This design comes from an exercise in tuning for small area on the open sky130 flow, not from production work.
RTL that was checked went through simulation tests only; none was proved equivalent to the original.
Only the layout flow was run in run 2; the RTL was not checked for function there.
The clock port is modelled as an ideal driver; clocking choices that lean on that would not hold on a real chip.
Power and IR drop assume default switching activity.

==> design/flow/design.v <==
module pwm_softstart #(
    parameter integer CLK_PER_MS = 100,
    parameter integer PERIOD     = 2000,
    parameter integer W_T        = 11,
    parameter integer W_I        = 8,
    parameter [127:0] PRESET0    = 128'h0000C8009600640032006400079A00FA,
    parameter [127:0] PRESET1    = 128'h000064004B003200190064000F33007D,
    parameter [127:0] PRESET2    = 128'h000028001E0014000A00640026000032,
    parameter [127:0] PRESET3    = 128'h000014000F000A00050064004C000019
) (
    input  wire       clk,
    input  wire       rst,
    input  wire       ramp_n,
    input  wire       tc_n,
    input  wire       step_n,
    output wire       motor,
    output wire [4:0] led,
    output wire [1:0] mstate,
    output wire [1:0] pidx_o
);
    localparam integer   SETTLE    = 10 * CLK_PER_MS;
    localparam [W_T-1:0] SETTLE_M1 = SETTLE - 1;
    localparam [1:0] MS_OFF   = 2'd0;
    localparam [1:0] MS_ON    = 2'd1;
    localparam [1:0] MS_RAMP  = 2'd2;
    localparam [1:0] MS_PENDQ = 2'd3;
    localparam [2:0] PH_DISPATCH    = 3'd0;
    localparam [2:0] PH_TC          = 3'd1;
    localparam [2:0] PH_TC_SETTLE   = 3'd2;
    localparam [2:0] PH_STEP        = 3'd3;
    localparam [2:0] PH_STEP_SETTLE = 3'd4;
    localparam [2:0] PH_POFF_SETTLE = 3'd5;
    localparam [2:0] PH_RAMP_ON     = 3'd6;
    localparam [2:0] PH_RAMP_OFF    = 3'd7;
    reg [1:0]     ms;
    reg [1:0]     pidx;
    reg           tc_latched;
    reg           step_latched;
    reg [4:0]     led_r;
    reg           motor_r;
    reg [2:0]     ph;
    reg [W_T-1:0] timer;
    reg [W_I-1:0] i;
    reg           ramp_prev;
    assign motor  = motor_r;
    assign led    = led_r;
    assign mstate = ms;
    assign pidx_o = pidx;
    wire ramp_edge = ramp_prev & ~ramp_n;
    reg [1:0] ms1;
    always @(*) begin
        ms1 = ms;
        if (ramp_edge) begin
            if (ms == MS_OFF)
                ms1 = MS_RAMP;
            else if (ms == MS_ON)
                ms1 = MS_PENDQ;
        end
    end
    reg [127:0] rec;
    always @(*) begin
        case (pidx)
            2'd0:    rec = PRESET0;
            2'd1:    rec = PRESET1;
            2'd2:    rec = PRESET2;
            default: rec = PRESET3;
        endcase
    end
    wire [15:0] p_n      = rec[15:0];
    wire [23:0] p_slope  = rec[39:16];
    wire [15:0] p_offset = rec[55:40];
    wire [15:0] p_th1    = rec[71:56];
    wire [15:0] p_th2    = rec[87:72];
    wire [15:0] p_th3    = rec[103:88];
    wire [15:0] p_th4    = rec[119:104];
    function [32:0] on_ticks;
        input [15:0] idx;
        input [23:0] slope;
        input [15:0] offset;
        reg   [39:0] prod;
        begin
            prod     = {24'd0, idx} * {16'd0, slope};
            on_ticks = {1'b0, prod[39:8]} + {17'd0, offset};
        end
    endfunction
    wire [15:0] bc_j    = (ph == PH_DISPATCH) ? 16'd1 : ({{(16-W_I){1'b0}}, i} + 16'd1);
    wire        bc_done = (bc_j >= p_n);
    wire [32:0] bc_on   = on_ticks(bc_j, p_slope, p_offset);
    wire [3:0]  bc_hit  = {bc_j >= p_th4, bc_j >= p_th3, bc_j >= p_th2, bc_j >= p_th1};
    wire [32:0] cur_on  = on_ticks({{(16-W_I){1'b0}}, i}, p_slope, p_offset);
    wire [32:0] cur_off = PERIOD - cur_on;
    wire timer_zero = (timer == {W_T{1'b0}});
    always @(posedge clk) begin
        if (rst) begin
            ms           <= MS_OFF;
            pidx         <= 2'd0;
            tc_latched   <= 1'b0;
            step_latched <= 1'b0;
            led_r        <= 5'b00000;
            motor_r      <= 1'b0;
            ph           <= PH_DISPATCH;
            timer        <= {W_T{1'b0}};
            i            <= {W_I{1'b0}};
            ramp_prev    <= 1'b0;
        end else begin
            ramp_prev <= ramp_n;
            ms        <= ms1;
            case (ph)
                PH_DISPATCH: begin
                    if (ms1 == MS_RAMP) begin
                        led_r[0] <= 1'b1;
                        i <= bc_j[W_I-1:0];
                        motor_r <= 1'b1;
                        if (bc_done) begin
                            ms <= MS_ON;
                            ph <= PH_TC;
                        end else begin
                            if (bc_hit[0]) led_r[1] <= 1'b1;
                            if (bc_hit[1]) led_r[2] <= 1'b1;
                            if (bc_hit[2]) led_r[3] <= 1'b1;
                            if (bc_hit[3]) led_r[4] <= 1'b1;
                            timer <= bc_on[W_T-1:0] - 1'b1;
                            ph    <= PH_RAMP_ON;
                        end
                    end else if (ms1 == MS_PENDQ && ramp_n) begin
                        timer <= SETTLE_M1;
                        ph    <= PH_POFF_SETTLE;
                    end else begin
                        ph <= PH_TC;
                    end
                end
                PH_TC: begin
                    if (!tc_n && !tc_latched) begin
                        tc_latched <= 1'b1;
                        timer      <= SETTLE_M1;
                        ph         <= PH_TC_SETTLE;
                    end else begin
                        if (tc_n)
                            tc_latched <= 1'b0;
                        ph <= PH_STEP;
                    end
                end
                PH_TC_SETTLE: begin
                    if (!timer_zero) begin
                        timer <= timer - 1'b1;
                    end else begin
                        pidx <= pidx + 2'd1;
                        ph   <= PH_STEP;
                    end
                end
                PH_STEP: begin
                    if (!step_n && !step_latched) begin
                        step_latched <= 1'b1;
                        timer        <= SETTLE_M1;
                        ph           <= PH_STEP_SETTLE;
                    end else begin
                        if (step_n)
                            step_latched <= 1'b0;
                        ph <= PH_DISPATCH;
                    end
                end
                PH_STEP_SETTLE: begin
                    if (!timer_zero) begin
                        timer <= timer - 1'b1;
                    end else begin
                        if (ms1 == MS_OFF) begin
                            ms      <= MS_ON;
                            motor_r <= 1'b1;
                            led_r   <= 5'b11111;
                        end else if (ms1 == MS_ON) begin
                            ms      <= MS_OFF;
                            motor_r <= 1'b0;
                            led_r   <= 5'b00000;
                        end
                        ph <= PH_DISPATCH;
                    end
                end
                PH_POFF_SETTLE: begin
                    if (!timer_zero) begin
                        timer <= timer - 1'b1;
                    end else begin
                        ms      <= MS_OFF;
                        motor_r <= 1'b0;
                        led_r   <= 5'b00000;
                        ph      <= PH_TC;
                    end
                end
                PH_RAMP_ON: begin
                    if (!timer_zero) begin
                        timer <= timer - 1'b1;
                    end else if (cur_off != 33'd0) begin
                        motor_r <= 1'b0;
                        timer   <= cur_off[W_T-1:0] - 1'b1;
                        ph      <= PH_RAMP_OFF;
                    end else begin
                        i <= bc_j[W_I-1:0];
                        motor_r <= 1'b1;
                        if (bc_done) begin
                            ms <= MS_ON;
                            ph <= PH_TC;
                        end else begin
                            if (bc_hit[0]) led_r[1] <= 1'b1;
                            if (bc_hit[1]) led_r[2] <= 1'b1;
                            if (bc_hit[2]) led_r[3] <= 1'b1;
                            if (bc_hit[3]) led_r[4] <= 1'b1;
                            timer <= bc_on[W_T-1:0] - 1'b1;
                            ph    <= PH_RAMP_ON;
                        end
                    end
                end
                default: begin  
                    if (!timer_zero) begin
                        timer <= timer - 1'b1;
                    end else begin
                        i <= bc_j[W_I-1:0];
                        motor_r <= 1'b1;
                        if (bc_done) begin
                            ms <= MS_ON;
                            ph <= PH_TC;
                        end else begin
                            if (bc_hit[0]) led_r[1] <= 1'b1;
                            if (bc_hit[1]) led_r[2] <= 1'b1;
                            if (bc_hit[2]) led_r[3] <= 1'b1;
                            if (bc_hit[3]) led_r[4] <= 1'b1;
                            timer <= bc_on[W_T-1:0] - 1'b1;
                            ph    <= PH_RAMP_ON;
                        end
                    end
                end
            endcase
        end
    end
endmodule
==> design/flow/run.sh <==
#!/bin/bash
# synth_recipe.tcl (not shown) runs the flow's synth.tcl, then flattens the netlist and writes it again
# the make line also repeats each setting of config.mk as NAME=value (left out here)
make -C /OpenROAD-flow-scripts/flow DESIGN_CONFIG=/design/flow/config.mk WORK_HOME=/design/flow/orfs CLKGATE_MAP_FILE= SYNTH_SCRIPT=/design/flow/synth_recipe.tcl finish
==> design/flow/config.mk <==
export PLATFORM = sky130hd
export DESIGN_NAME = pwm_softstart
export DESIGN_NICKNAME = pwm_softstart
export VERILOG_FILES = /design/flow/design.v
export SDC_FILE = /design/flow/constraint.sdc
export NUM_CORES = 4
export LEC_CHECK = 0
export CAP_MARGIN = 20
export CORE_MARGIN = 2
export CORE_UTILIZATION = 40
export SLEW_MARGIN = 20
==> design/flow/constraint.sdc <==
create_clock -name core_clock -period 10.0 [get_ports {clk}]
set_input_delay 2.0000 -clock core_clock [delete_from_list [all_inputs] [get_ports {clk}]]
set_output_delay 2.0000 -clock core_clock [all_outputs]
set_load 0.01 [all_outputs]
==> results of run 1 <==
[critical path, stage by stage (launching register included)]
cell and delay, ps:
dfxtp_1 440, inv_1 250, ha_1 600, inv_1 440
nor2_1 320, ha_1 200, inv_1 50, fa_1 480
fa_1 550, inv_1 50, fa_1 450, ha_1 390
a21oi_1 300, o21ai_1 190, a21oi_1 220, xor2_1 410
inv_1 290, ha_1 440, o311ai_0 370, a21oi_1 130
or3_1 400, a2111oi_4 390, o2111ai_1 240, or4_1 720
o21ai_1 330, o211a_1 210, a221oi_1 70
[cell type report]
type | count | area [µm²] | share of cell area (%)
Clock buffer | 6 | 129 | 1.14
Clock inverter | 2 | 12.5 | 0.110
Inverter | 220 | 826 | 7.28
Multi-Input combinational cell | 1047 | 8990 | 79.2
Sequential cell | 35 | 701 | 6.17
Tap cell | 341 | 427 | 3.76
Timing Repair Buffer | 30 | 260 | 2.29
[stage by stage]
step,worst slack (ps),utilization [%],instances,instance area (µm²)
2_1_floorplan,2210,-,1352,10700
3_3_place_gp,1290,42.0,1673,11200
3_5_place_dp,1100,42.0,1673,11200
4_1_cts,1080,42.6,1681,11300
5_1_grt,461,42.6,1681,11300
6_report,898,42.6,1681,11300
[final timing paths]
check	start	to	slack, ps	depth (start not counted)
worst min register to register	led_r[0]	led_r[0]	480	1
worst max register to register	pidx[1]	ph[1]	900	26
worst min-delay path	led_r[0]	led_r[0]	480	1
worst max-delay path	pidx[1]	ph[1]	900	26
[where the power goes]
| group | leakage (nW) | total, W | switching (W) | internal (W) |
|---|---|---|---|---|
| registers | 0.286 | 0.000204 | 0.0000353 | 0.000169 |
| logic | 5.28 | 0.000854 | 0.000544 | 0.000311 |
| clock network | 0.0669 | 0.000162 | 0.0000701 | 0.0000923 |
| total | 5.64 | 0.00122 | 0.000649 | 0.000572 |
[registers in the layout (all words and copies together), names as in the netlist]
register      count
led_r             5
motor_r           1
ramp_prev         1
i                 8
ms                2
tc_latched        1
ph                3
step_latched      1
pidx              2
timer            11
[layer usage]
metal	routed length (µm)	share of wire, %
met3	1670	5.5
met1	13800	46
met5	0	0
met4	629	2.1
met2	14200	47
[kinds of logic after synthesis]
| family | Yosys count |
|---|---|
| XOR/XNOR | 64 |
| AO/OA/AOI/OAI | 282 |
| adder cells (fa/ha/maj) | 278 |
| flip-flops | 35 |
| AND/OR/NAND/NOR | 403 |
| multiplexers | 20 |
| buffers and inverters | 270 |
[placed cells by master (no fill, tap or decap), drive strengths merged, types with 8 or more instances in the layout]
master and count:
a211oi 13, a21o 12, a21oi 78, a31oi 12, and2 33, and3 10, buf 16, clkdlybuf4s50 14
dfxtp 35, fa 112, ha 166, inv 218, mux2i 16, nand2 88, nand2b 11, nand3 19
nand4 10, nor2 137, nor2b 8, nor3 36, nor4 8, o211ai 13, o21a 14, o21ai 54
o22ai 10, or3 11, xnor2 42, xor2 22
==> out/metrics.yaml, run 1 <==
clk_pin_slew_worst_paths_ps: 60
period_needed_ps: 9100
numCtsBuffers: 5
synth_cell_types: 85
via_count: 9452
drt_iter0_markers: 954
fp-row-count: 60
synth_compound_area_share_pct: 18.0
slew_headroom_pct: 36.2
core_area_mm2: 0.0267
yosysMostFrequentCell: "inv_1"
cts.sinks: 35
drv_slew: 0
use_met1_pct: 30.5
gp_congestion: 0.887
power-per-cell-area_mw_per_mm2: 108
post_cts_buffers: 0
nNetsFinal: 1622
grt-busiest-layer: "met2"
fillers: 2735
yosysSeqAreaShare_pct: 6.52
synth_simple_gate_area_share_pct: 18.3
worst_pin_slew_ps: 954
wl_per_cell_um: 18.0
globalRouteOverflowTotal: 0
first_pass_iters: 5
use_met3_pct: 1.65
crit_required_ps: 10130
dp_hpwl_um: 24800
io_pins: 15
synth_top_family_by_area: "adder cells"
power_w: 0.00122
cp.arrival_ps: 9230
synth-edff-count: 0
worst-path-max-fanout: 14
synth_commonest_cells: "inv_1 (217), ha_1 (166), nor2_1 (137)"
grtUsageTotal_pct: 22.0
ys.flop_type: "dfxtp_1"
synth_seq_cells: 35
drc_errors: 0
clock_latency_ps: 290
start_util_pct: 40.3
cts-htree-levels: 2
setup-violations-final: 0
yosys_warnings: 1
critical_path_class: "register to register"
final_antenna_net_count: 0
dieArea_mm2: 0.0282
synth_fa_ha_area_share_pct: 40.2
postSynth.asyncResetShare_pct: 0
hold_viol_final: 0
tritoncts: "yes"
status: "finished clean"
yosysTopAreaCellShare_pct: 20.9
ir_worst_vdd_v: 0.0000993
floorplan.die.width_um: 168
syn_nets: 1635
postRouteWirelength_um: 30300
antenna_found_initial: 0
grt_max_degree: 36
muxShareOfSynthArea_pct: 1.94
area_growth_pct: 5.56
hp-class: "register to register"
synth-xor-area-share_pct: 5.21
clockRootBuffer: "clkbuf_16"
p_leak_nw: 5.64
fin_skew_ps: 8.96
yosys.area.top_type: "fa_1"
rsz0062_at_grt: "false"
cts_hold_buf: 0
vias_per_cell: 5.62
fmax_ghz: 0.110
portBuffers: 14
cts.path.max_buffers: 2
drive_gt1_share_pct: 3.51
die_y_um: 168
crit_path_start_kind: "register"
grt_pass1_wl_um: 50200
met2_usage_pct: 37.0
synth_cells: 1352
post-route-period-util_pct: 91.0
post_cts_resized: 0
synth_area_leaders: "fa_1 (21%), ha_1 (19%), inv_1 (7.6%)"
synth_area_mm2: 0.0107
worstSetupEndpointType: "register"
fin_setup_tns_ps: 0
hold_slack_ps: 479
antennaDiodeCount: 0
first_global_vias: 9422
maxCapViolations: 0
synth_area_per_cell_um2: 7.95
==> inputs of run 2 (changes only) <==
==> design/flow/design.v (replaced) <==
module pwm_softstart (
    input  wire       clk,
    input  wire       rst,
    input  wire       ramp_n,
    input  wire       tc_n,
    input  wire       step_n,
    output wire       motor,
    output wire [4:0] led,
    output wire [1:0] mstate,
    output wire [1:0] pidx_o
);
    localparam [1:0] MS_OFF = 2'd0, MS_ON = 2'd1, MS_RAMP = 2'd2, MS_PENDQ = 2'd3;
    localparam [2:0] PH_DISPATCH    = 3'd0;
    localparam [2:0] PH_TC          = 3'd1;
    localparam [2:0] PH_TC_SETTLE   = 3'd2;
    localparam [2:0] PH_STEP        = 3'd3;
    localparam [2:0] PH_STEP_SETTLE = 3'd4;
    localparam [2:0] PH_POFF_SETTLE = 3'd5;
    localparam [2:0] PH_RAMP_ON     = 3'd6;
    localparam [2:0] PH_RAMP_OFF    = 3'd7;
    localparam [18:0] ACC_INIT = 19'd486655;
    reg [1:0]  ms;
    reg [1:0]  pidx;
    reg        tc_latched, step_latched, ramp_prev;
    reg [2:0]  ph;
    reg [10:0] timer;
    reg [18:0] acc;
    wire ramping = (ph == PH_RAMP_ON) || (ph == PH_RAMP_OFF);
    wire [10:0] off_t = acc[18:8];
    assign mstate = ms;
    assign pidx_o = pidx;
    assign motor  = ms[0] | (ph == PH_RAMP_ON);
    assign led    = ms[0] ? 5'b11111 :
                    ramping ? {off_t < 11'd384, off_t < 11'd768, off_t < 11'd1144,
                               off_t < 11'd1528, 1'b1} : 5'b00000;
    wire ramp_edge = ramp_prev & ~ramp_n;
    reg [1:0] ms1;
    always @(*) begin
        ms1 = ms;
        if (ramp_edge) begin
            if (ms == MS_OFF)     ms1 = MS_RAMP;
            else if (ms == MS_ON) ms1 = MS_PENDQ;
        end
    end
    reg [18:0] slope;
    always @(*) begin
        case (pidx)
            2'd0:    slope = 19'd1946;
            2'd1:    slope = 19'd3891;
            2'd2:    slope = 19'd9728;
            default: slope = 19'd19456;
        endcase
    end
    wire        begin_ramp = (ph == PH_DISPATCH) && (ms1 == MS_RAMP);
    wire [18:0] acc_next   = (begin_ramp ? ACC_INIT : acc) - slope;
    wire        ramp_done  = (acc_next[18:11] == 8'd0);
    wire        timer_zero = (timer == 11'd0);
    always @(posedge clk) begin
        timer <= timer - 1'b1;
        if (rst) begin
            ms           <= MS_OFF;
            pidx         <= 2'd0;
            tc_latched   <= 1'b0;
            step_latched <= 1'b0;
            ph           <= PH_DISPATCH;
            ramp_prev    <= 1'b0;
        end else begin
            ramp_prev <= ramp_n;
            ms        <= ms1;
            case (ph)
                PH_DISPATCH: begin
                    if (ms1 == MS_RAMP) begin
                        acc   <= acc_next;
                        timer <= 11'd1999;
                        ph    <= PH_RAMP_ON;
                    end else if (ms1 == MS_PENDQ && ramp_n) begin
                        timer <= 11'd999;
                        ph    <= PH_POFF_SETTLE;
                    end else begin
                        ph <= PH_TC;
                    end
                end
                PH_TC: begin
                    tc_latched <= ~tc_n;
                    if (!tc_n && !tc_latched) begin
                        timer <= 11'd999;
                        ph    <= PH_TC_SETTLE;
                    end else begin
                        ph <= PH_STEP;
                    end
                end
                PH_TC_SETTLE: begin
                    if (timer_zero) begin
                        pidx <= pidx + 2'd1;
                        ph   <= PH_STEP;
                    end
                end
                PH_STEP: begin
                    step_latched <= ~step_n;
                    if (!step_n && !step_latched) begin
                        timer <= 11'd999;
                        ph    <= PH_STEP_SETTLE;
                    end else begin
                        ph <= PH_DISPATCH;
                    end
                end
                PH_STEP_SETTLE: begin
                    if (timer_zero) begin
                        if (ms1 == MS_OFF)     ms <= MS_ON;
                        else if (ms1 == MS_ON) ms <= MS_OFF;
                        ph <= PH_DISPATCH;
                    end
                end
                PH_POFF_SETTLE: begin
                    if (timer_zero) begin
                        ms <= MS_OFF;
                        ph <= PH_TC;
                    end
                end
                PH_RAMP_ON: begin
                    if (timer == off_t)
                        ph <= PH_RAMP_OFF;
                end
                default: begin  
                    if (timer_zero) begin
                        if (ramp_done) begin
                            ms <= MS_ON;
                            ph <= PH_TC;
                        end else begin
                            acc   <= acc_next;
                            timer <= 11'd1999;
                            ph    <= PH_RAMP_ON;
                        end
                    end
                end
            endcase
        end
    end
endmodule
==> out/metrics.yaml, run 2 <==
grt_pass1_wl_um: 14100
rsz0062_at_grt: "false"
dp_hpwl_um: 6240
drv_slew: 0
tritoncts: "yes"
grtUsageTotal_pct: 19.8
core_area_mm2: 0.00813
nNetsFinal: 437
synth_area_mm2: 0.00333
cp.arrival_ps: 6750
synth_area_leaders: "edfxtp_1 (17%), dfxtp_1 (13%), ha_1 (7.9%)"
gp_congestion: 0.917
crit_path_start_kind: "primary input"
hold_viol_final: 0
synth_cell_types: 67
wl_per_cell_um: 16.3
post-route-period-util_pct: 67.2
postSynth.asyncResetShare_pct: 0
ys.flop_type: "dfxtp_1"
crit_required_ps: 10030
setup-violations-final: 0
globalRouteOverflowTotal: 0
placed_cell_area_mm2: 0.00355
crit_family: "simple AND/OR/NAND/NOR gates"
drt_iter0_markers: 195
antennaDiodeCount: 0
synth_cells: 407
hold-path-cell-count: 2
crit_chain: "clkdlybuf4s50_1 -> inv_1 -> a21oi_1 -> inv_1 -> ha_1 -> or4b_1 -> buf_4 -> and2_1 -> ha_1 -> a21oi_1 -> nand2_1 -> or4_1 -> o311a_1 -> a211o_1 -> or4_4 -> nor3_1 -> o41ai_2 -> buf_4"
clock_latency_ps: 300
area_growth_pct: 9.25
yosys.area.top_type: "edfxtp_1"
synth_seq_cells: 40
yosysSeqAreaShare_pct: 29.8
floorplan.die.width_um: 95.2
grt_max_degree: 34
vias_per_cell: 5.73
fp-row-count: 33
yosysMostFrequentCell: "nor2_1"
status: "finished clean"
post_cts_buffers: 0
postRouteWirelength_um: 8400
crit_buf_inv: 5
fin_setup_tns_ps: 0
antenna_found_initial: 0
fmax_ghz: 0.149
slew_headroom_pct: 53.3
largest_register_ffs: 19
period_needed_ps: 6720
worst_pin_slew_ps: 694
reg2reg_depth: 15
design_area_mm2: 0.00364
power-per-cell-area_mw_per_mm2: 248
synth-edff-count: 19
cts.sinks: 40
post_cts_resized: 0
maxCapViolations: 0
fillers: 823
regMostFlops: "acc"
io_pins: 15
clk_pin_slew_worst_paths_ps: 90
drc_errors: 0
fin_skew_ps: 13.6
reg_top3: "acc x19, timer x11, ph x3"
portBuffers: 14
clockRootBuffer: "clkbuf_8"
synth_commonest_cells: "nor2_1 (43), nand2_1 (33), a21oi_1 (25)"
cts-htree-levels: 2
cp_slowest_cell: "or4_1"
numCtsBuffers: 5
final_antenna_net_count: 0
die_y_um: 95.2
cts_hold_buf: 0
syn_nets: 434
critical_path_class: "primary input to register"
first_pass_iters: 4
via_count: 2958
start_util_pct: 40.9
ir_worst_vdd_v: 0.000137
crit_cells: 18
ff_latch_area_um2: 991
worstSetupEndpointType: "register"
drive_gt1_share_pct: 6.57
yosys_warnings: 1
final_common_cell: "nor2_1"
final_cell_mix: "nor2_1 (43), nand2_1 (33), a21oi_1 (25)"
multiInputGateArea_mm2: 0.00216
cpPeakStageDelay_ps: 520
yosysTopAreaCellShare_pct: 17.1
first_global_vias: 2840
cts.path.max_buffers: 2
dieArea_mm2: 0.00907
worst-path-max-fanout: 33
p_leak_nw: 1.34
hp-class: "register to register"
synth_area_per_cell_um2: 8.18
run 2: logic make-up after synthesis:
kind of cell / synth area share [%]
AO/OA/AOI/OAI: 23.9
multiplexers: 0.977
flip-flops: 29.8
adder cells (fa/ha/maj): 8.50
XOR/XNOR: 7.89
AND/OR/NAND/NOR: 23.5
buffers and inverters: 5.45
run 2: where the power goes:
group | leakage [nW] | internal [W] | switching (W) | total [W]
clock | 0.0490 | 0.0000498 | 0.0000607 | 0.000111
combinational | 0.944 | 0.000205 | 0.000280 | 0.000485
sequential | 0.347 | 0.000233 | 0.0000716 | 0.000305
run 2: through the flow:
step                      util (%)  power (W)  instances  setup slack, ps  hold slack [ps]
final                         44.7   0.000900        516             3280              507
after global routing          44.7   0.000982        516             2940              555
after CTS                     44.7   0.000900        516             3330              507
after detailed placement      43.6   0.000784        508             3030              493
after global placement        43.6   0.000783        508             3200              485
after floorplan                  -   0.000674        407             1890              478
run 2: worst min-delay path, cell delays in order (launching register included):
cell and delay [ps]:
dfxtp_1 320, nor2_1 100, a211oi_1 50
run 2: final timing paths:
kind                startpoint      endpoint  slack [ps]
hold reg to reg   step_latched  step_latched         510
setup reg to reg         ms[0]        acc[1]        5140
hold / removal    step_latched  step_latched         510
setup / recovery        ramp_n        acc[1]        3280
run 2: final cells by class:
class                           count  area share, %
Clock buffer                        5           1.89
Sequential cell                    40           27.3
Multi-Input combinational cell    321           59.5
Clock inverter                      3          0.585
Timing Repair Buffer               18           4.68
Inverter                           24           2.48
Tap cell                          105           3.61
run 2: metal layers:
metal  part of all wire [%]  global-route usage, %
met1                     51                   29.7
met2                     43                   29.9
met3                    4.3                   2.92
met4                   0.94                   4.47
met5                      0                      0
==> inputs of run 3 (changes only) <==
--- a/design/flow/design.v
+++ b/design/flow/design.v
@@ -52,11 +52,13 @@
         endcase
     end
     wire        begin_ramp = (ph == PH_DISPATCH) && (ms1 == MS_RAMP);
-    wire [18:0] acc_next   = (begin_ramp ? ACC_INIT : acc) - slope;
+    wire        next_per   = (ph == PH_RAMP_OFF) && (timer == 11'd0);
+    wire [18:0] acc_next   = (begin_ramp ? ACC_INIT : acc) - ((begin_ramp | next_per) ? slope : 19'd0);
     wire        ramp_done  = (acc_next[18:11] == 8'd0);
     wire        timer_zero = (timer == 11'd0);
     always @(posedge clk) begin
         timer <= timer - 1'b1;
+        acc   <= acc_next;
         if (rst) begin
             ms           <= MS_OFF;
             pidx         <= 2'd0;
@@ -70,7 +72,6 @@
             case (ph)
                 PH_DISPATCH: begin
                     if (ms1 == MS_RAMP) begin
-                        acc   <= acc_next;
                         timer <= 11'd1999;
                         ph    <= PH_RAMP_ON;
                     end else if (ms1 == MS_PENDQ && ramp_n) begin
@@ -127,8 +128,7 @@
                             ms <= MS_ON;
                             ph <= PH_TC;
                         end else begin
-                            acc   <= acc_next;
-                            timer <= 11'd1999;
+                                timer <= 11'd1999;
                             ph    <= PH_RAMP_ON;
                         end
                     end
==> design/flow/flow/run.sh (new file) <==
#!/bin/bash
# Layout flow: the standard ORFS flow, with an area-oriented ABC script in
# synthesis (no adder-cell mapping, no Kogge-Stone carry lookahead) and plain
# buf_1 cells as the port buffers. Registers come out as in the standard
# synthesis: only the combinational mapping differs.
set -euo pipefail
W=$(pwd)
F=$W/flow
# synth.tcl with abc run on flow/abc.script instead of the ORFS speed script
sed -e "s#log_cmd abc {\*}\$abc_args#log_cmd abc -script $F/abc.script {*}[lrange \$abc_args 2 end]#" \
    "$FLOW_HOME/scripts/synth.tcl" > "$W/own_synth.tcl"
grep -q "abc -script $F/abc.script" "$W/own_synth.tcl"
sed -e "s#source \$::env(SCRIPTS_DIR)/synth.tcl#source $W/own_synth.tcl#" \
    "$W/synth_recipe.tcl" > "$W/own_synth_recipe.tcl"
grep -q "source $W/own_synth.tcl" "$W/own_synth_recipe.tcl"
bash "$W/standard.sh" \
    "SYNTH_SCRIPT=$W/own_synth_recipe.tcl" \
    "ADDER_MAP_FILE=" \
    "SYNTH_OPERATIONS_ARGS=-noshare" \
    "BUFFER_PORTS_ARGS=-buffer_cell sky130_fd_sc_hd__buf_1" \
    finish > "$W/make_flow.log" 2>&1
test -f "$W/out/final.def"
==> design/flow/flow/abc.script (new file) <==
strash
&get -n
&fraig -x
&put
scorr
dc2
strash
&get -n
&dch -f
&nf -R 1000
&put
==> design/flow/standard.sh (new file) <==
#!/bin/bash
# synth_recipe.tcl (not shown) runs the flow's synth.tcl, then flattens the netlist and writes it again
# the make line also repeats each setting of config.mk as NAME=value (left out here)
make -C /OpenROAD-flow-scripts/flow DESIGN_CONFIG=/design/flow/config.mk WORK_HOME=/design/flow/orfs CLKGATE_MAP_FILE= SYNTH_SCRIPT=/design/flow/synth_recipe.tcl "${@:-finish}"
--- a/design/flow/config.mk
+++ b/design/flow/config.mk
@@ -7,5 +7,6 @@
 export LEC_CHECK = 0
 export CAP_MARGIN = 20
 export CORE_MARGIN = 2
-export CORE_UTILIZATION = 40
+export CORE_UTILIZATION = 75
+export CTS_BUF_LIST = sky130_fd_sc_hd__clkbuf_4
 export SLEW_MARGIN = 20
removed: design/flow/run.sh
==> out/metrics.yaml, run 3 <==
reg_top3: "acc x19, timer x11, ph x3"
portBuffers: 14
p_leak_nw: 0.856
clock_latency_ps: 350
slew_headroom_pct: 36.3
cp_slowest_cell: "nor4_1"
synth_area_mm2: 0.00213
syn_nets: 273
synth_area_per_cell_um2: 7.94
final_common_cell: "nor2_1"
post-route-period-util_pct: 79.4
cpPeakStageDelay_ps: 730
post_cts_buffers: 0
cts-htree-levels: 2
status: "finished clean"
synth_area_leaders: "dfxtp_1 (38%), xnor2_1 (12%), nor2_1 (8.8%)"
postRouteWirelength_um: 4680
crit_path_start_kind: "register"
worst-path-max-fanout: 10
floorplan.die.width_um: 57.3
cp.arrival_ps: 8160
yosys_warnings: 1
finalNonFillerCells: 322
drv_slew: 0
synth_commonest_cells: "nor2_1 (50), dfxtp_1 (40), xnor2_1 (30)"
fin_setup_tns_ps: 0
cts.sinks: 40
critical_path_class: "register to register"
start_util_pct: 77.8
dieArea_mm2: 0.00328
grt_max_degree: 21
nNetsFinal: 296
largest_register_ffs: 19
ir_worst_vdd_v: 0.000240
hold_slack_ps: 482
hp-class: "register to register"
post_cts_resized: 0
dp_hpwl_um: 3530
via_count: 2013
clockRootBuffer: "clkbuf_4"
power-per-cell-area_mw_per_mm2: 315
hold_viol_final: 0
clkPwrFrac_pct: 10.9
period_needed_ps: 7940
p_comb_share_pct: 48.2
final_cell_mix: "nor2_1 (50), dfxtp_1 (40), xnor2_1 (30)"
worst_pin_slew_ps: 947
grt_pass1_wl_um: 7900
drc_errors: 0
yosys.area.top_type: "dfxtp_1"
globalRouteOverflowTotal: 0
synth-edff-count: 0
clk_pin_slew_worst_paths_ps: 110
yosysMostFrequentCell: "nor2_1"
gp_congestion: 0.830
worst_slack_ps: 2060
synth_cells: 268
place_ws_ps: 1710
cts.path.max_buffers: 2
design_area_mm2: 0.00229
fp-row-count: 19
crit_required_ps: 10210
core_area_mm2: 0.00273
setup-violations-final: 0
first_global_vias: 1781
fin_skew_ps: 9.10
synth_seq_cells: 40
area_growth_pct: 7.59
p_sw_share_pct: 42.9
p_int_w: 0.000412
yosysTopAreaCellShare_pct: 37.6
io_pins: 15
p_seq_share_pct: 40.9
tritoncts: "yes"
maxCapViolations: 0
die_y_um: 57.3
final_antenna_net_count: 0
vias_per_cell: 6.25
drive_gt1_share_pct: 3.44
drt_iter0_markers: 119
reg2reg_depth: 30
synth_cell_types: 37
fmax_ghz: 0.126
postSynth.asyncResetShare_pct: 0
wl_per_cell_um: 14.5
rsz0062_at_grt: "false"
yosysSeqAreaShare_pct: 37.6
ys.flop_type: "dfxtp_1"
grtUsageTotal_pct: 31.0
place_inst: 315
cts_hold_buf: 0
antennaDiodeCount: 0
worstSetupEndpointType: "register"
regMostFlops: "acc"
p_switching_w: 0.000309
antenna_found_initial: 0
fillers: 163
first_pass_iters: 4
placed_cell_area_mm2: 0.00224
hold-path-cell-count: 1
numCtsBuffers: 5
==> run 3: metrics by stage <==
step | utilization [%] | total power, W
2_1_floorplan | - | 0.000563
3_3_place_gp | 81.9 | 0.000622
3_5_place_dp | 81.9 | 0.000638
4_1_cts | 83.7 | 0.000717
5_1_grt | 83.7 | 0.000776
6_report | 83.7 | 0.000721
==> run 3: worst paths after layout <==
| path | start | endpoint | slack (ps) |
|---|---|---|---|
| min | timer[0] | timer[0] | 480 |
| min reg2reg | timer[0] | timer[0] | 480 |
| max | timer[0] | ph[2] | 2060 |
| max reg2reg | timer[0] | ph[2] | 2060 |
==> run 3: logic make-up (layout without fill, tap and decap cells) <==
group	Yosys count	after routing	share of synthesized area (%)
AO/OA/AOI/OAI	51	51	15.6
XOR/XNOR	39	39	16.1
adder cells (fa/ha/maj)	2	2	0.941
buffers and inverters	5	28	0.882
flip-flops	40	40	37.6
AND/OR/NAND/NOR	131	131	28.8
==> run 3: power groups by stage <==
stage / combinational (W) / sequential (W) / clock, W
6_report: 0.000348 / 0.000295 / 0.0000784
5_1_grt: 0.000388 / 0.000303 / 0.0000842
4_1_cts: 0.000344 / 0.000294 / 0.0000790
3_5_place_dp: 0.000341 / 0.000298 / 0
3_3_place_gp: 0.000327 / 0.000295 / 0
2_1_floorplan: 0.000286 / 0.000277 / 0
==> run 3: worst max-delay path: cells and delay by family, from the launching register on <==
kind                       cells  cell delay, ps
adders and majority gates      2             460
buffers and inverters          1             220
and+or+nand+nor               16            4790
DFF                            1             380
AOI/OAI and AO/OA             11            1960
==> run 3: layer usage <==
layer  vias to the layer above  track usage (%)  wire, µm
met2                        85             48.8      2180
met5                         -                0         0
li1                       1002                -         -
met3                        14             7.48       340
met4                         0             12.0       108
met1                       912             41.3      2050
==> run 3: layout make-up <==
| class | instances | area (µm²) | share of cell area, % |
|---|---|---|---|
| multi-input cells | 223 | 1310 | 57.4 |
| flip-flops and latches | 40 | 801 | 35.0 |
| repair buffers | 16 | 67.6 | 2.95 |
| clock buffers | 6 | 45.0 | 1.97 |
| well taps | 31 | 38.8 | 1.69 |
| inverters | 5 | 18.8 | 0.820 |
| clock inverters | 1 | 5.00 | 0.219 |
==> inputs of run 4 (changes only) <==
--- a/design/flow/config.mk
+++ b/design/flow/config.mk
@@ -7,6 +7,5 @@
 export LEC_CHECK = 0
 export CAP_MARGIN = 20
 export CORE_MARGIN = 2
-export CORE_UTILIZATION = 75
-export CTS_BUF_LIST = sky130_fd_sc_hd__clkbuf_4
+export CORE_UTILIZATION = 40
 export SLEW_MARGIN = 20
==> out/metrics.yaml, run 4 <==
final_cell_mix: "nor2_1 (50), dfxtp_1 (40), xnor2_1 (30)"
final_common_cell: "nor2_1"
synth_seq_cells: 40
synth_cell_types: 37
synth_area_leaders: "dfxtp_1 (38%), xnor2_1 (12%), nor2_1 (8.8%)"
period_needed_ps: 8180
worstSetupEndpointType: "register"
p_sw_share_pct: 41.6
hp-class: "register to register"
place_inst: 354
reg_top3: "acc x19, timer x11, ph x3"
die_y_um: 76.9
design_area_mm2: 0.00237
largest_register_ffs: 19
ir_worst_vdd_v: 0.000125
dp_hpwl_um: 3590
io_pins: 15
worst_slack_ps: 1820
cp_common_cell: "a21oi_1"
first_global_vias: 1684
cp.arrival_ps: 8330
status: "finished clean"
crit_family: "simple AND/OR/NAND/NOR gates"
drive_gt1_share_pct: 3.44
worst_pin_slew_ps: 986
nNetsFinal: 296
power-per-cell-area_mw_per_mm2: 312
crit_path_start_kind: "primary input"
syn_nets: 273
synth_commonest_cells: "nor2_1 (50), dfxtp_1 (40), xnor2_1 (30)"
crit_buf_inv: 3
dieArea_mm2: 0.00592
start_util_pct: 41.6
tritoncts: "yes"
cts_hold_buf: 0
synth-edff-count: 0
fin_skew_ps: 11.2
ys.flop_type: "dfxtp_1"
p_switching_w: 0.000307
clockRootBuffer: "clkbuf_8"
critical_path_class: "primary input to register"
synth_area_mm2: 0.00213
cpPeakStageDelay_ps: 760
post_cts_resized: 0
use_met1_pct: 24.0
finalNonFillerCells: 361
met2_usage_pct: 25.6
grt_max_degree: 22
grt-busiest-layer: "met2"
drc_errors: 0
antennaDiodeCount: 0
postRouteWirelength_um: 5000
cts.path.max_buffers: 2
yosysSeqAreaShare_pct: 37.6
core_area_mm2: 0.00511
clkPwrFrac_pct: 14.1
drv_slew: 0
wl_per_cell_um: 13.8
p_leak_nw: 0.865
placed_cell_area_mm2: 0.00229
setup-violations-final: 0
final_antenna_net_count: 0
synth_area_per_cell_um2: 7.94
yosysMostFrequentCell: "nor2_1"
postSynth.asyncResetShare_pct: 0
crit_required_ps: 10140
rsz0062_at_grt: "false"
use_met3_pct: 4.59
p_comb_share_pct: 45.9
hold_viol_final: 0
gp_congestion: 0.829
grt_pass1_wl_um: 8180
via_count: 1950
fmax_ghz: 0.122
post-route-period-util_pct: 81.8
clock_latency_ps: 290
fin_setup_tns_ps: 0
place_ws_ps: 1540
yosys.area.top_type: "dfxtp_1"
floorplan.die.width_um: 76.9
regMostFlops: "acc"
worst-path-max-fanout: 21
numCtsBuffers: 5
power_w: 0.000738
grtUsageTotal_pct: 17.1
cts-htree-levels: 2
fp-row-count: 26
area_growth_pct: 11.4
vias_per_cell: 5.40
p_seq_share_pct: 40.0
globalRouteOverflowTotal: 0
antenna_found_initial: 0
first_pass_iters: 5
cp_slowest_cell: "nor4_1"
cts.sinks: 40
post_cts_buffers: 0
maxCapViolations: 0
slew_headroom_pct: 33.6
yosysTopAreaCellShare_pct: 37.6
portBuffers: 14
p_int_w: 0.000431
synth_cells: 268
yosys_warnings: 1
drt_iter0_markers: 99
clk_pin_slew_worst_paths_ps: 80
## run 4: cell counts after synthesis
No cell type changed its count.
## run 4: layer usage
layer,routed length (µm),vias up
li1,-,995
met1,2450,893
met2,2180,58
met3,339,4
met4,34,0
met5,0,-
## run 4: area by class of cell
class	instances	area, µm²
fill	540	2740
multi-input combinational	223	1310
sequential	40	801
tap	70	87.6
clock buffer	5	68.8
timing repair buffer	16	67.6
inverter	5	18.8
clock inverter	2	12.5
## run 4: cell families after synthesis
group	after synthesis	share of synthesized area, %
buf+inv	5	0.882
flops	40	37.6
fa+ha+maj	2	0.941
xor+xnor	39	16.1
compound gates	51	15.6
simple gates	131	28.8
## run 4: through the flow
| step | utilization (%) | hold WS, ps |
|---|---|---|
| after floorplan | - | 410 |
| after global placement | 44.8 | 444 |
| after CTS | 46.4 | 460 |
| after detailed placement | 44.8 | 441 |
| final | 46.4 | 469 |
| after global routing | 46.4 | 493 |
## run 4: final timing paths
path / depth (start not counted) / start / to / slack [ps]
hold reg to reg: 1 / timer[0] / timer[0] / 470
setup reg to reg: 30 / timer[0] / ph[2] / 2120
setup / recovery: 29 / ramp_n / ph[2] / 1820
hold / removal: 1 / timer[0] / timer[0] / 470
## run 4: power by group through the flow
| stage | logic (W) | clock network (W) | registers, W |
|---|---|---|---|
| floorplan | 0.000286 | 0 | 0.000277 |
| global placement | 0.000334 | 0 | 0.000299 |
| detailed placement | 0.000336 | 0 | 0.000298 |
| CTS | 0.000338 | 0.000107 | 0.000295 |
| global route | 0.000381 | 0.000113 | 0.000304 |
| finish | 0.000339 | 0.000104 | 0.000295 |
==> inputs of run 5 (changes only) <==
--- a/design/flow/design.v
+++ b/design/flow/design.v
@@ -10,14 +10,14 @@
     output wire [1:0] pidx_o
 );
     localparam [1:0] MS_OFF = 2'd0, MS_ON = 2'd1, MS_RAMP = 2'd2, MS_PENDQ = 2'd3;
-    localparam [2:0] PH_DISPATCH    = 3'd0;
-    localparam [2:0] PH_TC          = 3'd1;
-    localparam [2:0] PH_TC_SETTLE   = 3'd2;
-    localparam [2:0] PH_STEP        = 3'd3;
-    localparam [2:0] PH_STEP_SETTLE = 3'd4;
-    localparam [2:0] PH_POFF_SETTLE = 3'd5;
+    localparam [2:0] PH_DISPATCH    = 3'd5;
+    localparam [2:0] PH_TC          = 3'd2;
+    localparam [2:0] PH_TC_SETTLE   = 3'd3;
+    localparam [2:0] PH_STEP        = 3'd1;
+    localparam [2:0] PH_STEP_SETTLE = 3'd7;
+    localparam [2:0] PH_POFF_SETTLE = 3'd4;
     localparam [2:0] PH_RAMP_ON     = 3'd6;
-    localparam [2:0] PH_RAMP_OFF    = 3'd7;
+    localparam [2:0] PH_RAMP_OFF    = 3'd0;
     localparam [18:0] ACC_INIT = 19'd486655;
     reg [1:0]  ms;
     reg [1:0]  pidx;
--- a/design/flow/flow/run.sh
+++ b/design/flow/flow/run.sh
@@ -1,8 +1,9 @@
 #!/bin/bash
 # Layout flow: the standard ORFS flow, with an area-oriented ABC script in
-# synthesis (no adder-cell mapping, no Kogge-Stone carry lookahead) and plain
-# buf_1 cells as the port buffers. Registers come out as in the standard
-# synthesis: only the combinational mapping differs.
+# synthesis (no adder-cell mapping, no Kogge-Stone carry lookahead), plain
+# buf_1 cells as the port buffers and the clock tree arguments in
+# flow/cts_args. Registers come out as in the standard synthesis: only the
+# combinational mapping differs.
 set -euo pipefail
 W=$(pwd)
 F=$W/flow
@@ -18,5 +19,6 @@
     "ADDER_MAP_FILE=" \
     "SYNTH_OPERATIONS_ARGS=-noshare" \
     "BUFFER_PORTS_ARGS=-buffer_cell sky130_fd_sc_hd__buf_1" \
+    "CTS_ARGS=$(cat "$F/cts_args")" \
     finish > "$W/make_flow.log" 2>&1
 test -f "$W/out/final.def"
==> design/flow/flow/abc.script (replaced) <==
strash
&get -n
&fraig -x
&put
scorr
dc2
strash
&get -n
&dch -f
&nf -R 1000
&put
strash
&get -n
&dch -f
&nf -R 1000
&put
==> design/flow/flow/cts_args (new file) <==
-sink_clustering_enable -repair_clock_nets -buf_list sky130_fd_sc_hd__clkbuf_8 -sink_clustering_size 40 -sink_clustering_max_diameter 300 -dont_use_dummy_load
==> design/flow/config.mk (replaced) <==
export PLATFORM = sky130hd
export DESIGN_NAME = pwm_softstart
export DESIGN_NICKNAME = pwm_softstart
export VERILOG_FILES = /design/flow/design.v
export SDC_FILE = /design/flow/constraint.sdc
export NUM_CORES = 4
export LEC_CHECK = 0
export CAP_MARGIN = 0
export CORE_MARGIN = 2
export CORE_UTILIZATION = 75
export SLEW_MARGIN = 0
==> out/metrics.yaml, run 5 <==
worstSetupEndpointType: "register"
cp_slowest_cell: "nor4b_1"
reg_top3: "acc x19, timer x11, ph x3"
clock_latency_ps: 300
portBuffers: 14
drive_gt1_share_pct: 2.92
drv_slew: 0
fp-row-count: 18
synth_top_family_by_area: "simple AND/OR/NAND/NOR gates"
post-route-period-util_pct: 82.9
fin_setup_tns_ps: 0
tritoncts: "yes"
post_cts_buffers: 0
yosysSeqAreaShare_pct: 39.1
cp.arrival_ps: 8500
first_global_vias: 1841
io_pins: 15
drc_errors: 0
cts.sinks: 40
p_int_w: 0.000399
power-per-cell-area_mw_per_mm2: 309
p_leak_nw: 0.837
dieArea_mm2: 0.00317
hold_viol_final: 0
largest_register_ffs: 19
synth_cell_types: 35
muxShareOfSynthArea_pct: 0
ir_worst_vdd_v: 0.000246
wl_per_cell_um: 15.7
final_antenna_net_count: 0
area_growth_pct: 8.74
crit_start: "timer[2]"
vias_per_cell: 6.28
regMostFlops: "acc"
via_count: 1910
clk_pin_slew_worst_paths_ps: 70
synth_commonest_cells: "dfxtp_1 (40), nor2_1 (32), nand2_1 (26)"
postSynth.asyncResetShare_pct: 0
syn_nets: 258
dp_hpwl_um: 3400
met1_length_um: 2000
crit_path_start_kind: "register"
hp-class: "register to register"
maxCapViolations: 0
crit_required_ps: 10210
status: "finished clean"
synth_seq_cells: 40
critical_path_class: "register to register"
worst-path-max-fanout: 7
cts_hold_buf: 0
first_pass_iters: 5
numCtsBuffers: 5
synth_compound_area_share_pct: 18.3
cts-htree-levels: 2
gp_congestion: 0.899
post_cts_resized: 0
yosys_warnings: 1
yosysTopAreaCellShare_pct: 39.1
drt_iter0_markers: 116
r2r_start: "timer[2]"
cts.path.max_buffers: 2
setup-violations-final: 0
antenna_found_initial: 0
synth_area_mm2: 0.00205
p_switching_w: 0.000290
synth_simple_gate_area_share_pct: 25.2
ys.flop_type: "dfxtp_1"
grtUsageTotal_pct: 33.7
synth_fa_ha_area_share_pct: 0.977
wl_met3_um: 292
core_area_mm2: 0.00252
antennaDiodeCount: 0
slew_headroom_pct: 40.3
floorplan.die.width_um: 56.3
yosys.area.top_type: "dfxtp_1"
p_comb_share_pct: 43.1
rsz0062_at_grt: "false"
grt_pass1_wl_um: 8350
hold_slack_ps: 451
synth-edff-count: 0
clockRootBuffer: "clkbuf_8"
grt_max_degree: 24
routed.top_layer: "met4"
globalRouteOverflowTotal: 0
wl_met2_um: 2350
synth_cells: 253
synth_area_per_cell_um2: 8.10
p_seq_share_pct: 43.0
final_cell_mix: "dfxtp_1 (40), nor2_1 (32), nand2_1 (26)"
synth-xor-area-share_pct: 15.8
cpPeakStageDelay_ps: 760
clkPwrFrac_pct: 13.8
cp_common_cell: "or3_1"
die_y_um: 56.3
worstHoldStart: "timer[0]"
fmax_ghz: 0.121
p_sw_share_pct: 42.1
synth_area_leaders: "dfxtp_1 (39%), xor2_1 (9.0%), xnor2_1 (6.8%)"
fillers: 147
period_needed_ps: 8290
yosysMostFrequentCell: "dfxtp_1"
nNetsFinal: 281
worst_pin_slew_ps: 883
start_util_pct: 81.2
fin_skew_ps: 15.9
postRouteWirelength_um: 4770
final_common_cell: "dfxtp_1"
==> run 5: cell type report <==
type,instances,area (µm²),share of cell area (%)
Clock buffer,5,68.8,3.09
Inverter,3,11.3,0.506
Multi-Input combinational cell,210,1240,55.7
Sequential cell,40,801,36.0
Tap cell,30,37.5,1.69
Timing Repair Buffer,16,67.6,3.03
==> run 5: worst max-delay path, delay by kind of cell, from the launching register on <==
family,cells,cell delay [ps]
and+or+nand+nor,19,5460
adders and majority gates,2,470
AOI/OAI and AO/OA,12,1910
DFF,1,340
==> run 5: power groups by stage <==
stage                     logic, W  registers [W]  clock network, W
final                     0.000297       0.000297         0.0000954
after global routing      0.000333       0.000303          0.000102
after CTS                 0.000294       0.000294         0.0000953
after detailed placement  0.000288       0.000297                 0
after global placement    0.000277       0.000293                 0
after floorplan           0.000236       0.000276                 0
==> run 5: logic make-up after synthesis <==
logic type	count (synthesis)
xor gates and xnor gates	37
AOI/OAI and AO/OA	62
DFF	40
and+or+nand+nor	109
buffers and inverters	3
adders and majority gates	2
==> run 5: routing by layer <==
metal	vias up	track usage, %
li1	943	-
met1	867	40.4
met2	85	56.5
met3	15	10.1
met4	0	12.9
met5	-	0
==> run 5: worst paths after layout <==
kind | to | slack (ps) | depth (start not counted)
max reg2reg | ms[0] | 1710 | 33
min | timer[0] | 450 | 1
min reg2reg | timer[0] | 450 | 1
max | ms[0] | 1710 | 33
==> run 5: stage by stage <==
| step | area [µm²] | total power (W) | std cells | setup slack (ps) | utilization (%) |
|---|---|---|---|---|---|
| finish | 2230 | 0.000689 | 304 | 1710 | 88.3 |
| global route | 2230 | 0.000738 | 304 | 928 | 88.3 |
| CTS | 2230 | 0.000683 | 304 | 1820 | 88.3 |
| detailed placement | 2160 | 0.000584 | 299 | 1690 | 85.6 |
| global placement | 2160 | 0.000570 | 299 | 2050 | 85.6 |
| floorplan | 2050 | 0.000512 | 253 | 1690 | - |
==> inputs of run 6 (changes only) <==
==> design/flow/flow/cts_args (replaced) <==
-sink_clustering_enable -repair_clock_nets -buf_list sky130_fd_sc_hd__clkbuf_16 -dont_use_dummy_load
==> out/metrics.yaml, run 6 <==
cp.arrival_ps: 8530
globalRouteOverflowTotal: 0
clk_pin_slew_worst_paths_ps: 50
gp_congestion: 0.899
fin_setup_tns_ps: 0
syn_nets: 258
final_common_cell: "dfxtp_1"
drive_gt1_share_pct: 2.92
hp-class: "register to register"
critical_path_class: "register to register"
synth_seq_cells: 40
cts.sinks: 40
fmax_ghz: 0.120
yosysTopAreaCellShare_pct: 39.1
synth_area_mm2: 0.00205
place_ws_ps: 1690
postSynth.asyncResetShare_pct: 0
dieArea_mm2: 0.00317
setup-violations-final: 0
first_pass_iters: 5
via_count: 1965
io_pins: 15
nNetsFinal: 281
dp_hpwl_um: 3400
antennaDiodeCount: 0
ys.flop_type: "dfxtp_1"
crit_path_start_kind: "register"
synth-edff-count: 0
cts.path.max_buffers: 2
slew_headroom_pct: 42.9
post_cts_resized: 0
period_needed_ps: 8330
wl_per_cell_um: 16.4
yosysMostFrequentCell: "dfxtp_1"
fin_skew_ps: 9.02
antenna_found_initial: 0
drt_iter0_markers: 210
clock_latency_ps: 280
area_growth_pct: 11.5
grt_pass1_wl_um: 8420
synth_area_per_cell_um2: 8.10
synth_area_leaders: "dfxtp_1 (39%), xor2_1 (9.0%), xnor2_1 (6.8%)"
rsz0062_at_grt: "false"
worst_slack_ps: 1670
fillers: 117
drc_errors: 0
grt_max_degree: 24
cp_slowest_cell: "nor4b_1"
cts_hold_buf: 0
yosysSeqAreaShare_pct: 39.1
regMostFlops: "acc"
p_leak_nw: 0.862
postRouteWirelength_um: 5000
cpPeakStageDelay_ps: 720
reg_top3: "acc x19, timer x11, ph x3"
post-route-period-util_pct: 83.3
tritoncts: "yes"
status: "finished clean"
worstSetupEndpointType: "register"
yosys_warnings: 1
clockRootBuffer: "clkbuf_16"
synth_commonest_cells: "dfxtp_1 (40), nor2_1 (32), nand2_1 (26)"
final_antenna_net_count: 0
worst-path-max-fanout: 7
vias_per_cell: 6.46
hold_viol_final: 0
post_cts_buffers: 0
power-per-cell-area_mw_per_mm2: 325
yosys.area.top_type: "dfxtp_1"
die_y_um: 56.3
core_area_mm2: 0.00252
final_cell_mix: "dfxtp_1 (40), nor2_1 (32), nand2_1 (26)"
portBuffers: 14
hold_slack_ps: 456
synth_cells: 253
worst_pin_slew_ps: 845
grtUsageTotal_pct: 33.8
start_util_pct: 81.2
multiInputGateArea_mm2: 0.00124
ir_worst_vdd_v: 0.000326
largest_register_ffs: 19
fp-row-count: 18
numCtsBuffers: 5
cts-htree-levels: 2
cp_common_cell: "or3_1"
first_global_vias: 1879
maxCapViolations: 0
ff_latch_area_um2: 801
synth_cell_types: 35
floorplan.die.width_um: 56.3
crit_required_ps: 10200
drv_slew: 0
run 6: cell types whose count changed in the layout (fill, tap and decap cells not counted):
cell	change
clkbuf_16	+5
clkbuf_8	-5
run 6: path summary, 6_finish.rpt:
| check | slack (ps) | endpoint | from | cells past startpoint |
|---|---|---|---|---|
| max | 1670 | ms[0] | timer[2] | 33 |
| min | 460 | timer[0] | timer[0] | 1 |
| max reg2reg | 1670 | ms[0] | timer[2] | 33 |
| min reg2reg | 460 | timer[0] | timer[0] | 1 |
run 6: logic make-up after synthesis:
group	after synthesis	share of synthesized area [%]
AOI/OAI and AO/OA	62	18.3
xor gates and xnor gates	37	15.8
adders and majority gates	2	0.977
buffers and inverters	3	0.550
DFF	40	39.1
and+or+nand+nor	109	25.2
run 6: area by class of cell:
| type | instances | area share, % |
|---|---|---|
| flip-flops and latches | 40 | 35.1 |
| multi-input cells | 210 | 54.4 |
| inverters | 3 | 0.493 |
| well taps | 30 | 1.64 |
| clock buffers | 5 | 5.48 |
| repair buffers | 16 | 2.96 |
run 6: through the flow:
stage	instance area, µm²	total power (W)	instances	util (%)
6_report	2280	0.000742	304	90.5
3_5_place_dp	2160	0.000584	299	85.6
4_1_cts	2280	0.000737	304	90.5
2_1_floorplan	2050	0.000512	253	-
3_3_place_gp	2160	0.000570	299	85.6
5_1_grt	2280	0.000788	304	90.5
run 6: worst max-delay path: cells and delay by family (launching register included):
| kind | cells | cell delay (ps) |
|---|---|---|
| and+or+nand+nor | 19 | 5500 |
| adders and majority gates | 2 | 480 |
| DFF | 1 | 340 |
| AOI/OAI and AO/OA | 12 | 1900 |
run 6: power by group:
group          switching [W]  internal (W)  total (W)
clock              0.0000543     0.0000879   0.000142
sequential         0.0000744      0.000224   0.000299
combinational       0.000171      0.000131   0.000301
total               0.000299      0.000443   0.000742
run 6: routing by layer:
metal  track usage (%)  wire length, µm  vias up
li1                  -                -      945
met1              41.1             2090      911
met2              57.3             2460       96
met3              9.22              338       13
met4              11.9              117        0
met5                 0                0        -
==> inputs of run 7 (changes only) <==
==> design/flow/flow/cts_args (replaced) <==
-repair_clock_nets -buf_list sky130_fd_sc_hd__clkbuf_8 -dont_use_dummy_load
==> out/metrics.yaml, run 7 <==
postRouteWirelength_um: 4770
post_cts_buffers: 0
ir_worst_vdd_v: 0.000246
critical_path_class: "register to register"
regMostFlops: "acc"
yosys.area.top_type: "dfxtp_1"
worstSetupEndpointType: "register"
portBuffers: 14
numCtsBuffers: 5
nNetsFinal: 281
status: "finished clean"
synth_seq_cells: 40
fin_setup_tns_ps: 0
crit_path_start_kind: "register"
fillers: 147
post-route-period-util_pct: 82.9
tritoncts: "yes"
ff_latch_area_um2: 801
fin_skew_ps: 15.9
cts_hold_buf: 0
cts-htree-levels: 2
gp_congestion: 0.899
synth_area_mm2: 0.00205
drc_errors: 0
p_leak_nw: 0.837
synth-edff-count: 0
power-per-cell-area_mw_per_mm2: 309
synth_compound_area_share_pct: 18.3
yosys_warnings: 1
hold_viol_final: 0
wl_per_cell_um: 15.7
fp-row-count: 18
ys.flop_type: "dfxtp_1"
io_pins: 15
cp_slowest_cell: "nor4b_1"
grt_pass1_wl_um: 8350
crit_required_ps: 10210
worst-path-max-fanout: 7
synth_cells: 253
synth_commonest_cells: "dfxtp_1 (40), nor2_1 (32), nand2_1 (26)"
antenna_found_initial: 0
cp_common_cell: "or3_1"
worst_slack_ps: 1710
yosysSeqAreaShare_pct: 39.1
start_util_pct: 81.2
maxCapViolations: 0
place_ws_ps: 1690
clockRootBuffer: "clkbuf_8"
cts.sinks: 40
grt_max_degree: 24
period_needed_ps: 8290
antennaDiodeCount: 0
largest_register_ffs: 19
syn_nets: 258
synth-xor-area-share_pct: 15.8
hp-class: "register to register"
final_cell_mix: "dfxtp_1 (40), nor2_1 (32), nand2_1 (26)"
worst_pin_slew_ps: 883
synth_simple_gate_area_share_pct: 25.2
synth_cell_types: 35
reg_top3: "acc x19, timer x11, ph x3"
die_y_um: 56.3
vias_per_cell: 6.28
yosysMostFrequentCell: "dfxtp_1"
via_count: 1910
dieArea_mm2: 0.00317
post_cts_resized: 0
rsz0062_at_grt: "false"
synth_fa_ha_area_share_pct: 0.977
muxShareOfSynthArea_pct: 0
cp.arrival_ps: 8500
cpPeakStageDelay_ps: 760
drv_slew: 0
synth_area_per_cell_um2: 8.10
floorplan.die.width_um: 56.3
first_pass_iters: 5
postSynth.asyncResetShare_pct: 0
yosysTopAreaCellShare_pct: 39.1
setup-violations-final: 0
slew_headroom_pct: 40.3
globalRouteOverflowTotal: 0
core_area_mm2: 0.00252
synth_top_family_by_area: "simple AND/OR/NAND/NOR gates"
cts.path.max_buffers: 2
drive_gt1_share_pct: 2.92
final_antenna_net_count: 0
fmax_ghz: 0.121
clk_pin_slew_worst_paths_ps: 70
multiInputGateArea_mm2: 0.00124
dp_hpwl_um: 3400
clock_latency_ps: 300
final_common_cell: "dfxtp_1"
first_global_vias: 1841
synth_area_leaders: "dfxtp_1 (39%), xor2_1 (9.0%), xnor2_1 (6.8%)"
grtUsageTotal_pct: 33.7
drt_iter0_markers: 116
area_growth_pct: 8.74
-- run 7: cell type report --
class                   instances  share of cell area, %
multi-input cells             210                   55.7
flip-flops and latches         40                   36.0
clock buffers                   5                   3.09
repair buffers                 16                   3.03
well taps                      30                   1.69
inverters                       3                  0.506
-- run 7: final timing paths --
check                           startpoint  endpoint  slack, ps  cells after the start
worst min register to register    timer[0]  timer[0]        450                      1
worst min-delay path              timer[0]  timer[0]        450                      1
worst max register to register    timer[2]     ms[0]       1710                     33
worst max-delay path              timer[2]     ms[0]       1710                     33
-- run 7: layer usage --
layer	global-route usage (%)	wire length, µm	up-vias
met5	0	0	-
met2	56.5	2350	85
met3	10.1	292	15
met4	12.9	125	0
met1	40.4	2000	867
li1	-	-	943
-- run 7: power by group --
part	switching [W]	internal, W
Combinational	0.000167	0.000131
Clock	0.0000504	0.0000449
Sequential	0.0000728	0.000224
-- run 7: metrics by stage --
stage	area, µm²	std cells	hold slack [ps]	power, W	util, %
global route	2230	304	478	0.000738	88.3
CTS	2230	304	454	0.000683	88.3
floorplan	2050	253	410	0.000512	-
global placement	2160	299	432	0.000570	85.6
finish	2230	304	451	0.000689	88.3
detailed placement	2160	299	440	0.000584	85.6
-- run 7: kinds of logic after synthesis --
| logic type | after synthesis |
|---|---|
| flops | 40 |
| xor+xnor | 37 |
| simple gates | 109 |
| buf+inv | 3 |
| fa+ha+maj | 2 |
| compound gates | 62 |
-- run 7: critical path: cells and delay by family, from the launching register on --
kind,cells,cell delay [ps]
and+or+nand+nor,19,5460
AOI/OAI and AO/OA,12,1910
adders and majority gates,2,470
DFF,1,340
==> inputs of run 8 (changes only) <==
==> design/flow/flow/run.sh (replaced) <==
#!/bin/bash
# Layout flow: the standard ORFS flow, with
#  - an area-oriented ABC script in synthesis (flow/abc.script; no adder-cell
#    mapping, no Kogge-Stone carry lookahead). Registers come out as in the
#    standard synthesis: only the combinational mapping differs.
#  - plain buf_1 cells as the port buffers,
#  - one clock buffer (cell in flow/clk_buf) at the centre of the flip-flops
#    instead of TritonCTS's H-tree (flow/cts_hook.tcl).
# make's full output goes to make_flow.log; ORFS's per-step logs to orfs/logs.
set -euo pipefail
W=$(pwd)
F=$W/flow
# synth.tcl with abc run on flow/abc.script instead of the ORFS speed script
sed -e "s#log_cmd abc {\*}\$abc_args#log_cmd abc -script $F/abc.script {*}[lrange \$abc_args 2 end]#" \
    "$FLOW_HOME/scripts/synth.tcl" > "$W/own_synth.tcl"
grep -q "abc -script $F/abc.script" "$W/own_synth.tcl"
sed -e "s#source \$::env(SCRIPTS_DIR)/synth.tcl#source $W/own_synth.tcl#" \
    "$W/synth_recipe.tcl" > "$W/own_synth_recipe.tcl"
grep -q "source $W/own_synth.tcl" "$W/own_synth_recipe.tcl"
export CLK_BUF_FILE="$F/clk_buf"
bash "$W/standard.sh" \
    "SYNTH_SCRIPT=$W/own_synth_recipe.tcl" \
    "ADDER_MAP_FILE=" \
    "SYNTH_OPERATIONS_ARGS=-noshare" \
    "BUFFER_PORTS_ARGS=-buffer_cell sky130_fd_sc_hd__buf_1" \
    "PRE_CTS_TCL=$F/cts_hook.tcl" \
    finish > "$W/make_flow.log" 2>&1
test -f "$W/out/final.def"
==> design/flow/flow/abc.script (replaced) <==
strash
&get -n
&fraig -x
&put
scorr
dc2
strash
&get -n
&deepsyn -T 60 -S 7
&put
strash
&get -n
&dch -f
&nf -R 1000
&put
==> design/flow/flow/clk_buf (new file) <==
sky130_fd_sc_hd__clkbuf_16
==> design/flow/flow/cts_hook.tcl (new file) <==
# PRE_CTS hook: the clock net gets one buffer, placed at the centre of the
# flip-flops, in place of TritonCTS's two-level H-tree (which needs five
# buffers for this design's 40 flip-flops). Every flip-flop's clock comes
# from the same buffer, so no register is skewed against another.
set clk_buf_cell [string trim [exec cat $::env(CLK_BUF_FILE)]]
set block [ord::get_db_block]
set dbu [$block getDbUnitsPerMicron]
set sx 0.0
set sy 0.0
set n 0
foreach inst [$block getInsts] {
  if {[[$inst getMaster] isSequential]} {
    set bb [$inst getBBox]
    set sx [expr {$sx + ([$bb xMin] + [$bb xMax]) / 2.0}]
    set sy [expr {$sy + ([$bb yMin] + [$bb yMax]) / 2.0}]
    incr n
  }
}
puts "PRE_CTS hook: $n flip-flops, one $clk_buf_cell on the clock net"
insert_buffer -buffer_cell $clk_buf_cell -net clk \
  -location [list [expr {$sx / $n / $dbu}] [expr {$sy / $n / $dbu}]] \
  -buffer_name clkbuf_root -net_name clknet_root
set clk_net [$block findNet clknet_root]
$clk_net setSigType CLOCK
rename clock_tree_synthesis tritoncts_clock_tree_synthesis
proc clock_tree_synthesis {args} {
  puts "clock_tree_synthesis skipped: the PRE_CTS hook buffered the clock"
}
--- a/design/flow/config.mk
+++ b/design/flow/config.mk
@@ -6,6 +6,6 @@
 export NUM_CORES = 4
 export LEC_CHECK = 0
 export CAP_MARGIN = 0
-export CORE_MARGIN = 2
-export CORE_UTILIZATION = 75
+export CORE_AREA = 2.5 2.5 60.5 60.5
+export DIE_AREA = 0 0 63 63
 export SLEW_MARGIN = 0
removed: design/flow/flow/cts_args
==> out/metrics.yaml, run 8 <==
fp-row-count: 21
yosysMostFrequentCell: "dfxtp_1"
start_util_pct: 60.3
io_pins: 15
portBuffers: 14
floorplan.die.width_um: 63
synth_seq_cells: 40
dp_hpwl_um: 3190
synth_area_mm2: 0.00198
error: "Error: cts.tcl, 6 invalid command name \"NULL\""
synth_cells: 251
yosysSeqAreaShare_pct: 40.4
die_y_um: 63
synth-edff-count: 0
placed_cell_area_mm2: 0.00209
synth_cell_types: 36
yosys.area.top_type: "dfxtp_1"
postSynth.asyncResetShare_pct: 0
lastStage: "clock tree synthesis"
gp_congestion: 0.890
synth_commonest_cells: "dfxtp_1 (40), nor2_1 (23), nand2_1 (22)"
yosysTopAreaCellShare_pct: 40.4
ys.flop_type: "dfxtp_1"
synth_area_leaders: "dfxtp_1 (40%), nor2_1 (4.4%), o21ai_0 (4.3%)"
syn_nets: 256
status: "did not finish"
yosys_warnings: 1
synth_area_per_cell_um2: 7.90
run 8: cell types whose count changed after synthesis, moves of 6 or more:
| cell | before | now |
|---|---|---|
| xor2_1 | 21 | 8 |
| nor2_1 | 32 | 23 |
| nor2b_1 | 7 | 1 |
| clkinv_1 | 3 | 16 |
| nand3_1 | 7 | 13 |
| or2_0 | 1 | 11 |
| xnor2_1 | 16 | 3 |
| o21ai_0 | 23 | 17 |
run 8: stage by stage:
step	setup slack, ps	hold slack, ps	instances	util, %	power (W)
after floorplan	2320	412	251	-	0.000326
after global placement	1420	429	311	63.7	0.000358
after detailed placement	1260	440	311	63.7	0.000359
run 8: cells by family after synthesis:
| family | share of synthesized area (%) |
|---|---|
| AND/OR/NAND/NOR | 29.5 |
| AO/OA/AOI/OAI | 22.2 |
| flip-flops | 40.4 |
| buffers and inverters | 3.03 |
| XOR/XNOR | 4.86 |
run 8: worst min path at each step:
stage	to	slack (ps)	cells after the start
floorplan	timer[0]	410	1
global placement	timer[0]	430	1
detailed placement	timer[0]	440	1
run 8: power by group through the flow:
stage / Combinational, W / Clock, W / Sequential (W)
floorplan: 0.000104 / 0 / 0.000223
detailed placement: 0.000127 / 0 / 0.000232
global placement: 0.000126 / 0 / 0.000232

## separate check: timing with driven ports
In the flow no input, the clock included, has a driving cell. The finished layouts below were timed again as built, in two steps. Step 1 assumes that a clkbuf_16 drives the clock port and a buf_2 every other input. Step 2 adds t to the input delays and takes it off the output delays; t is the mean of the earliest and latest rising clock arrival at the registers after step 1. Input paths then give back, and output paths get back, about the clock's delay inside the block. Three values: ideal ports, drivers, drivers and shift; two values: the first two.
run	shift t [ns]	setup WS [ns]	worst setup path at the end	cell pins on the clock port's net
run 1	0.324	0.898 / 0.898 / 0.898	register to register	1
run 2	0.323	3.277 / 3.286 / 2.964	input to register	1
run 3	0.372	2.060 / 2.059 / 1.689	input to register	1
run 4	0.315	1.818 / 1.825 / 1.511	input to register	1
run 5	0.312	1.712 / 1.712 / 1.459	input to register	1
run 6	0.302	1.666 / 1.666 / 1.433	input to register	1
run 7	0.312	1.712 / 1.712 / 1.459	input to register	1
After both steps every run listed still meets setup and hold. For run 3, which loses most, drivers alone change the setup slack by -0.001 ns; drivers and shift together by -0.371 ns.
